Background: an optimization exercise with open tools, aiming at small area, a short achievable clock period and few clock cycles. Do not read the settings as production practice.
Only the layout flow was run in this run; the RTL was not checked for function there.
Power and IR drop assume default switching activity.

==> design.v <==
module sbi_monitor (
    input  wire         clk,
    input  wire         rst,
    input  wire         svc_start,
    output wire         svc_ready,
    output wire         svc_done,
    output wire         svc_pending,
    output wire         svc_err,
    output wire         mem_req,
    output wire         mem_we,
    output wire         mem_batch,
    output wire [3:0]   mem_word,
    output wire [31:0]  mem_wdata,
    input  wire         mem_ack,
    input  wire         mem_ok,
    input  wire [255:0] mem_rdata,
    output wire         fatal,
    output wire         rst_req_valid,
    output wire [31:0]  rst_req_type,
    output wire [31:0]  rst_req_reason,
    output wire         ev_valid,
    output wire [1:0]   ev_kind,
    output wire [4:0]   ev_len,
    output wire [127:0] ev_line
);
    localparam [31:0] EID_CONSOLE = 32'h0000_0001;
    localparam [31:0] EID_BASE    = 32'h0000_0010;
    localparam [31:0] EID_SRST    = 32'h5352_5354;
    localparam [31:0] SBI_SUCCESS       = 32'h0000_0000;
    localparam [31:0] SBI_NOT_SUPPORTED = 32'hFFFF_FFFE;
    localparam [31:0] SPEC_VERSION = 32'h0100_0000;
    localparam [31:0] IMPL_ID      = 32'h4744_4D00;
    localparam [31:0] IMPL_VERSION = 32'h0000_0007;
    localparam [31:0] MVENDORID    = 32'h0000_0000;
    localparam [31:0] MARCHID      = 32'h0000_0000;
    localparam [31:0] MIMPID       = 32'h0000_0001;
    localparam [2:0]  RETRY_MAX   = 3'd4;
    localparam [4:0]  LINEBUF_CAP = 5'd16;
    localparam [7:0]  NEWLINE     = 8'h0A;
    localparam [1:0]  EFF_NONE  = 2'd0,
                      EFF_PUTC  = 2'd1,
                      EFF_RESET = 2'd2;
    localparam [1:0]  EV_LOGLINE = 2'd0,
                      EV_RESET   = 2'd1,
                      EV_FATAL   = 2'd2;
    localparam [3:0]  S_IDLE  = 4'd0,
                      S_POLL  = 4'd1,
                      S_READ  = 4'd2,
                      S_DISP  = 4'd3,
                      S_WERR  = 4'd4,
                      S_WVAL  = 4'd5,
                      S_CLEAR = 4'd6,
                      S_APPLY = 4'd7,
                      S_FAIL  = 4'd8,
                      S_DONE  = 4'd9;
    reg [3:0]   state;
    reg [2:0]   retry_cnt;
    reg         fatal_q;
    reg         pending_q;
    reg         err_q;
    reg [31:0]  snap [0:7];
    reg [31:0]  ret_err;
    reg [31:0]  ret_val;
    reg [1:0]   eff;
    reg [7:0]   linebuf [0:15];
    reg [4:0]   line_len;
    reg         rreq_valid;
    reg [31:0]  rreq_type;
    reg [31:0]  rreq_reason;
    reg         ev_valid_q;
    reg [1:0]   ev_kind_q;
    reg [4:0]   ev_len_q;
    reg [127:0] ev_line_q;
    wire [31:0] s_eid = snap[0];
    wire [31:0] s_fid = snap[1];
    wire [31:0] s_a0  = snap[2];
    reg [31:0]  d_err;
    reg [31:0]  d_val;
    reg [1:0]   d_eff;
    always @(*) begin
        d_err = SBI_NOT_SUPPORTED;
        d_val = 32'd0;
        d_eff = EFF_NONE;
        if (s_eid == EID_CONSOLE && s_fid == 32'd0) begin
            d_err = SBI_SUCCESS;
            d_val = {24'd0, s_a0[7:0]};
            d_eff = EFF_PUTC;
        end else if (s_eid == EID_SRST && s_fid == 32'd0) begin
            d_err = SBI_SUCCESS;
            d_val = 32'd0;
            d_eff = EFF_RESET;
        end else if (s_eid == EID_BASE) begin
            case (s_fid)
                32'd0: begin d_err = SBI_SUCCESS; d_val = SPEC_VERSION; end
                32'd1: begin d_err = SBI_SUCCESS; d_val = IMPL_ID;      end
                32'd2: begin d_err = SBI_SUCCESS; d_val = IMPL_VERSION; end
                32'd3: begin
                    d_err = SBI_SUCCESS;
                    d_val = (s_a0 == EID_BASE || s_a0 == EID_CONSOLE || s_a0 == EID_SRST)
                            ? 32'd1 : 32'd0;
                end
                32'd4: begin d_err = SBI_SUCCESS; d_val = MVENDORID;    end
                32'd5: begin d_err = SBI_SUCCESS; d_val = MARCHID;      end
                32'd6: begin d_err = SBI_SUCCESS; d_val = MIMPID;       end
                default: ;
            endcase
        end
    end
    assign svc_ready   = (state == S_IDLE) && !fatal_q;
    assign svc_done    = (state == S_DONE);
    assign svc_pending = pending_q;
    assign svc_err     = err_q;
    assign mem_req   = (state == S_POLL) || (state == S_READ) || (state == S_WERR)
                       || (state == S_WVAL) || (state == S_CLEAR);
    assign mem_we    = (state == S_WERR) || (state == S_WVAL) || (state == S_CLEAR);
    assign mem_batch = (state == S_READ);
    assign mem_word  = (state == S_READ) ? 4'd1 :
                       (state == S_WERR) ? 4'd9 :
                       (state == S_WVAL) ? 4'd10 : 4'd0;
    assign mem_wdata = (state == S_WERR) ? ret_err :
                       (state == S_WVAL) ? ret_val : 32'd0;
    assign fatal          = fatal_q;
    assign rst_req_valid  = rreq_valid;
    assign rst_req_type   = rreq_type;
    assign rst_req_reason = rreq_reason;
    assign ev_valid = ev_valid_q;
    assign ev_kind  = ev_kind_q;
    assign ev_len   = ev_len_q;
    assign ev_line  = ev_line_q;
    wire [127:0] line_flat = {linebuf[15], linebuf[14], linebuf[13], linebuf[12],
                              linebuf[11], linebuf[10], linebuf[9],  linebuf[8],
                              linebuf[7],  linebuf[6],  linebuf[5],  linebuf[4],
                              linebuf[3],  linebuf[2],  linebuf[1],  linebuf[0]};
    wire xfer = mem_req && mem_ack;
    integer k;
    always @(posedge clk) begin
        if (rst) begin
            state      <= S_IDLE;
            retry_cnt  <= 3'd0;
            fatal_q    <= 1'b0;
            pending_q  <= 1'b0;
            err_q      <= 1'b0;
            line_len   <= 5'd0;
            rreq_valid <= 1'b0;
            ev_valid_q <= 1'b0;
        end else begin
            ev_valid_q <= 1'b0;
            case (state)
                S_IDLE: begin
                    if (svc_start && !fatal_q) begin
                        pending_q <= 1'b0;
                        err_q     <= 1'b0;
                        state     <= S_POLL;
                    end
                end
                S_POLL: begin
                    if (xfer) begin
                        if (!mem_ok)
                            state <= S_FAIL;
                        else if (mem_rdata[31:0] != 32'd0) begin
                            pending_q <= 1'b1;
                            state     <= S_READ;
                        end else begin
                            retry_cnt <= 3'd0;
                            state     <= S_DONE;
                        end
                    end
                end
                S_READ: begin
                    if (xfer) begin
                        if (!mem_ok)
                            state <= S_FAIL;
                        else begin
                            for (k = 0; k < 8; k = k + 1)
                                snap[k] <= mem_rdata[k*32 +: 32];
                            state <= S_DISP;
                        end
                    end
                end
                S_DISP: begin
                    ret_err <= d_err;
                    ret_val <= d_val;
                    eff     <= d_eff;
                    state   <= S_WERR;
                end
                S_WERR: begin
                    if (xfer)
                        state <= mem_ok ? S_WVAL : S_FAIL;
                end
                S_WVAL: begin
                    if (xfer)
                        state <= mem_ok ? S_CLEAR : S_FAIL;
                end
                S_CLEAR: begin
                    if (xfer)
                        state <= mem_ok ? S_APPLY : S_FAIL;
                end
                S_APPLY: begin
                    retry_cnt <= 3'd0;
                    if (eff == EFF_PUTC) begin
                        if (snap[2][7:0] == NEWLINE) begin
                            ev_valid_q <= 1'b1;
                            ev_kind_q  <= EV_LOGLINE;
                            ev_len_q   <= line_len;
                            ev_line_q  <= line_flat;
                            line_len   <= 5'd0;
                        end else if (line_len == LINEBUF_CAP) begin
                            ev_valid_q <= 1'b1;
                            ev_kind_q  <= EV_LOGLINE;
                            ev_len_q   <= line_len;
                            ev_line_q  <= line_flat;
                            linebuf[0] <= snap[2][7:0];
                            line_len   <= 5'd1;
                        end else begin
                            linebuf[line_len[3:0]] <= snap[2][7:0];
                            line_len <= line_len + 5'd1;
                        end
                    end else if (eff == EFF_RESET) begin
                        rreq_valid  <= 1'b1;
                        rreq_type   <= snap[2];
                        rreq_reason <= snap[3];
                        ev_valid_q  <= 1'b1;
                        ev_kind_q   <= EV_RESET;
                        ev_len_q    <= 5'd0;
                        ev_line_q   <= {64'd0, snap[3], snap[2]};
                    end
                    state <= S_DONE;
                end
                S_FAIL: begin
                    err_q     <= 1'b1;
                    retry_cnt <= retry_cnt + 3'd1;
                    if (retry_cnt + 3'd1 == RETRY_MAX) begin
                        fatal_q    <= 1'b1;
                        ev_valid_q <= 1'b1;
                        ev_kind_q  <= EV_FATAL;
                        ev_len_q   <= 5'd0;
                        ev_line_q  <= 128'd0;
                    end
                    state <= S_DONE;
                end
                S_DONE: begin
                    state <= S_IDLE;
                end
                default: state <= S_IDLE;
            endcase
        end
    end
endmodule
==> run.sh <==
#!/bin/bash
# synth_recipe.tcl (not shown) runs the flow's synth.tcl, then flattens the netlist and writes it again
# the make line also repeats each setting of config.mk as NAME=value (left out here)
make -C /OpenROAD-flow-scripts/flow DESIGN_CONFIG=/design/flow/config.mk WORK_HOME=/design/flow/orfs CLKGATE_MAP_FILE= SYNTH_SCRIPT=/design/flow/synth_recipe.tcl finish
==> config.mk <==
export PLATFORM = sky130hd
export DESIGN_NAME = sbi_monitor
export DESIGN_NICKNAME = sbi_monitor
export VERILOG_FILES = /design/flow/design.v
export SDC_FILE = /design/flow/constraint.sdc
export NUM_CORES = 4
export LEC_CHECK = 0
export CAP_MARGIN = 20
export CORE_MARGIN = 2
export CORE_UTILIZATION = 40
export SLEW_MARGIN = 20
==> constraint.sdc <==
create_clock -name core_clock -period 10.0 [get_ports {clk}]
set_input_delay 2.0000 -clock core_clock [delete_from_list [all_inputs] [get_ports {clk}]]
set_output_delay 2.0000 -clock core_clock [all_outputs]
set_load 0.01 [all_outputs]
==> notes.md <==
----------------------------------------------------
[STA]
  Final Hold Slack ... 0.446 ns
  Max-slew violation count ... 0
  Worst Tran Pin Value ... 1.05 ns
  Max Clk Rate ... 196 MHz
  Setup repair after global routing missed its margin ... false
  Minimum clock period after layout ... 5.11 ns
  Layout Skew ... 0.0197 ns
  Setup tns final ... 0 ns
  Final Setup Violations ... 0
  Total count of hold-check failures in the final report ... 0
  Remaining max-slew budget at the tightest pin ... 0.299
  Final worst-path cycle share ... 0.511

[Critical path]
  Worst path top cell family by delay ... simple AND/OR/NAND/NOR gates
  Most numerous cell on the critical path ... sky130_fd_sc_hd__nand2_1
  Endpoint kind of the worst setup timing path ... output port
  Worst endpoint required time ... 8.00 ns
  Longest individual stage delay on the worst path ... 0.66 ns
  Number of buffers and inverters on the critical path ... 1
  Series of cell instances along the critical path ... nand2b_1 -> nor2_1 -> nand2_1 -> nand2_1 -> clkdlybuf4s50_1
  Critical path start-end classification ... reg2out
  Startpoint types ... register
  Cell depth of the worst setup path ... 5
  Data arrival time of the critical path ... 3.11 ns
  Master of the slowest instance on the critical path ... sky130_fd_sc_hd__nor2_1
  Depth of the worst register-to-register path ... 6
  Largest driver fanout on the critical path ... 12

[Floorplanning]
  Floorplan die area ... 0.0457 mm2
  I/O pins ... 506
  Number of cell rows ... 76
  Effective utilization at floorplan ... 0.407
  Die outline width ... 214 um
  Die Height ... 214 um
  Area of the core ... 0.0433 mm2

[Route]
  Violation count after the first detailed-route iteration ... 697
  Post-detailed-route via-to-cell ratio ... 4.96
  Post-route antenna net violation count ... 0
  Remaining routing DRC violations ... 0
  Total wire length ... 43,100 um
  Detailed Routing Iterations Pass 1 ... 4
  Detailed-route via count ... 9,948
  WL/cell ... 21.5 um

[Global routing]
  Maximum number of pins on one net before global-route repair ... 101
  Number of global-route vias before repair ... 10.0k
  Total track usage ... 0.185
  First-pass GRT wire length ... 61,700 um
  Initial antenna violation count ... 2
  Grt total ovfl ... 0

[Run]
  Number of maximum-capacitance constraint violations ... 0

[Logic synthesis]
  Net count of the mapped netlist ... 1,274
  Mapped Avg Cell Area ... 17.5 um2
  Synth async-reset ratio ... 0
  Part of the Yosys area used for sequential elements ... 0.817
  Dominant synthesized flop cell ... sky130_fd_sc_hd__edfxtp_1
  Area share of the largest cell type after synthesis ... 0.798
  Register bit count reported by yosys ... 485
  Synth top area cells ... sky130_fd_sc_hd__edfxtp_1, sky130_fd_sc_hd__mux2i_1, sky130_fd_sc_hd__and3_1, sky130_fd_sc_hd__nor2_1, sky130_fd_sc_hd__dfxtp_1
  Post-synthesis cell area ... 0.0176 mm2
  Gate count after technology mapping ... 1,007
  Post-synth EDFFs ... 468
  Unique cell type count in the Yosys netlist ... 64
  Cell accounting for the most synthesized area ... sky130_fd_sc_hd__edfxtp_1
  Count of warnings emitted by yosys ... 2

[Clock network]
  Clock tree from TritonCTS ... built
  Inserted Clock Buffers ... 49
  Number of gates resized after cts ... 0
  Clock transition at the registers of the reported paths ... 0.06 ns
  Skew-Pair Late Insertion Delay ... 0.57 ns
  # hold bufs at CTS ... 0
  Level count of the clock H-tree ... 2
  Root Driver ... sky130_fd_sc_hd__clkbuf_16
  Number of setup buffers added after CTS ... 0
  Sinks on the clock net ... 485
  Clock buffer depth ... 3

[Power]
  Leakage power of the design ... 7.98 nW
  Peak ir drop on the vdd network ... 0.112 mV
  Power density normalized to cell area ... 179 mW/mm2
  Final total power ... 4.18 mW

[Place]
  RePlAce Congestion ... 0.846
  Buffers added on ports ... 376
  HPWL after detailed placement ... 27,500 um

[Run status]
  Outcome ... finished clean

[Final layout]
  Share of cells above drive strength 1 ... 0.0755
  Commonest cells after routing, fill and taps aside ... sky130_fd_sc_hd__edfxtp_1, sky130_fd_sc_hd__clkdlybuf4s50_1, sky130_fd_sc_hd__nor2_1
  Area overhead of the layout relative to synthesis ... 32.7%
  Most frequent standard cell in the layout excluding fill and tap cells ... sky130_fd_sc_hd__edfxtp_1
  Number of inserted filler cells in the final layout ... 3,498
  Final core area utilization ... 0.540
  Net count of the finished layout ... 1,653

[Worst hold path]
  Hold depth ... 0
  Min-delay worst type ... reg2reg

----------------------------------------------------
[metal layers]
layer,global-route usage,vias to the layer above,wire length [um]
met2,0.307,387,21100
met5,0,-,0
met4,0.0654,0,1220
met1,0.234,4907,17400
met3,0.0502,67,3330
li1,-,4587,-
[state kept, by name (all words and copies together), names as in the netlist]
register     count
line_len         5
linebuf        128
retry_cnt        3
eff              2
ev_kind_q        2
pending_q        1
snap           128
err_q            1
rreq_type       32
ev_line_q      128
ret_val         10
ret_err          1
rreq_reason     32
rreq_valid       1
ev_valid_q       1
fatal_q          1
state            4
ev_len_q         5
[report_power, final]
part           internal (mW)  switching, mW
combinational          0.131          0.134
clock                  0.914          0.722
sequential              2.26         0.0229
[cells in the mapped netlist (2+ instances only)]
cell type                    n
sky130_fd_sc_hd__nand3_1     9
sky130_fd_sc_hd__dfxtp_1    17
sky130_fd_sc_hd__nor4_2      3
sky130_fd_sc_hd__inv_2       2
sky130_fd_sc_hd__and4_1      2
sky130_fd_sc_hd__nand2b_1    5
sky130_fd_sc_hd__nand4b_1    3
sky130_fd_sc_hd__a22oi_1     2
sky130_fd_sc_hd__a31oi_1     2
sky130_fd_sc_hd__or4_4       2
sky130_fd_sc_hd__xor2_1      4
sky130_fd_sc_hd__edfxtp_1  468
sky130_fd_sc_hd__mux2i_1    64
sky130_fd_sc_hd__a211oi_1    2
sky130_fd_sc_hd__clkbuf_1   33
sky130_fd_sc_hd__nor3_1     14
sky130_fd_sc_hd__o21ai_0     4
sky130_fd_sc_hd__nor2b_1     6
sky130_fd_sc_hd__a21o_1      2
sky130_fd_sc_hd__buf_1       2
sky130_fd_sc_hd__and3_1     72
sky130_fd_sc_hd__and2_1      4
sky130_fd_sc_hd__a21oi_1    16
sky130_fd_sc_hd__nor2_1    109
sky130_fd_sc_hd__nand3b_1    4
sky130_fd_sc_hd__o211ai_1    2
sky130_fd_sc_hd__o32ai_1     2
sky130_fd_sc_hd__nor3_2      2
sky130_fd_sc_hd__inv_1      15
sky130_fd_sc_hd__nand4_1    12
sky130_fd_sc_hd__nor2_2      5
sky130_fd_sc_hd__nand2_1    33
sky130_fd_sc_hd__ha_1        6
sky130_fd_sc_hd__buf_4      22
sky130_fd_sc_hd__buf_2       6
sky130_fd_sc_hd__nor4_1     23
[worst reg2reg max path: stages (launching register included)]
cell,delay (ns)
sky130_fd_sc_hd__dfxtp_1,0.43
sky130_fd_sc_hd__nand2b_1,0.22
sky130_fd_sc_hd__or3_4,0.61
sky130_fd_sc_hd__o21ai_0,0.35
sky130_fd_sc_hd__o211ai_1,0.25
sky130_fd_sc_hd__a21oi_4,0.84
sky130_fd_sc_hd__buf_4,0.91
[area by class of cell]
| type | instances | area, um2 | area share |
|---|---|---|---|
| timing repair buffer | 391 | 3890 | 0.166 |
| antenna | 1 | 2.50 | 0.000107 |
| sequential | 485 | 14400 | 0.616 |
| multi-input combinational | 442 | 2890 | 0.124 |
| clock inverter | 17 | 95.1 | 0.00407 |
| clock buffer | 66 | 1310 | 0.0561 |
| tap | 585 | 732 | 0.0313 |
| inverter | 17 | 63.8 | 0.00273 |
[cells by family after synthesis]
logic type | after synthesis | synth area share
AO/OA/AOI/OAI | 45 | 0.0169
XOR/XNOR | 5 | 0.00248
adder cells (fa/ha/maj) | 6 | 0.00426
buffers and inverters | 80 | 0.0222
flip-flops | 485 | 0.817
multiplexers | 64 | 0.0364
other | 1 | 0.000213
AND/OR/NAND/NOR | 321 | 0.101
[per-stage QoR]
stage / area (um2) / worst slack [ns] / cells
after floorplan: 17600 / 0.218 / 1007
after global placement: 21900 / 4.58 / 1919
after detailed placement: 21900 / 4.50 / 1919
after CTS: 23300 / 4.86 / 2002
after global routing: 23400 / 4.66 / 2004
final: 23400 / 4.89 / 2004
[worst paths after layout]
| check | start | end | slack [ns] |
|---|---|---|---|
| worst max-delay path | state[2]$_SDFFE_PP0P_ | mem_wdata[14] | 4.89 |
| worst min-delay path | snap[3][26]$_DFFE_PP_ | rreq_reason[26]$_DFFE_PP_ | 0.45 |
| worst min register to register | snap[3][26]$_DFFE_PP_ | rreq_reason[26]$_DFFE_PP_ | 0.45 |
| worst max register to register | state[2]$_SDFFE_PP0P_ | ev_line_q[49]$_SDFFCE_PP0P_ | 5.94 |

## what the ideal ports hide
The flow's constraints put no driver on any port. The routed layout listed below was extracted and timed again, unchanged, in two steps.
Step 1 assumes that a clkbuf_16 drives the clock port and a buf_2 every other input.
Step 2 times the ports against the registers' clock, not the clock port: input delays grow and output delays shrink by t, the midpoint of the rising clock arrivals with the driver on.
Three values: no drivers, after step 1, after step 2; two values: the first two.
shift t [ns]: 0.617
slack for setup (ns): 4.890 / 4.839 / 4.532
worst hold slack (ns): 0.446 / 0.446 / 0.446
worst setup path at the end: input to register
slew at the worst register clock pin (ns): 0.06 / 0.06
After both steps this run still meets setup and hold. For this run, drivers alone change the setup slack by -0.051 ns; drivers and shift together by -0.358 ns.
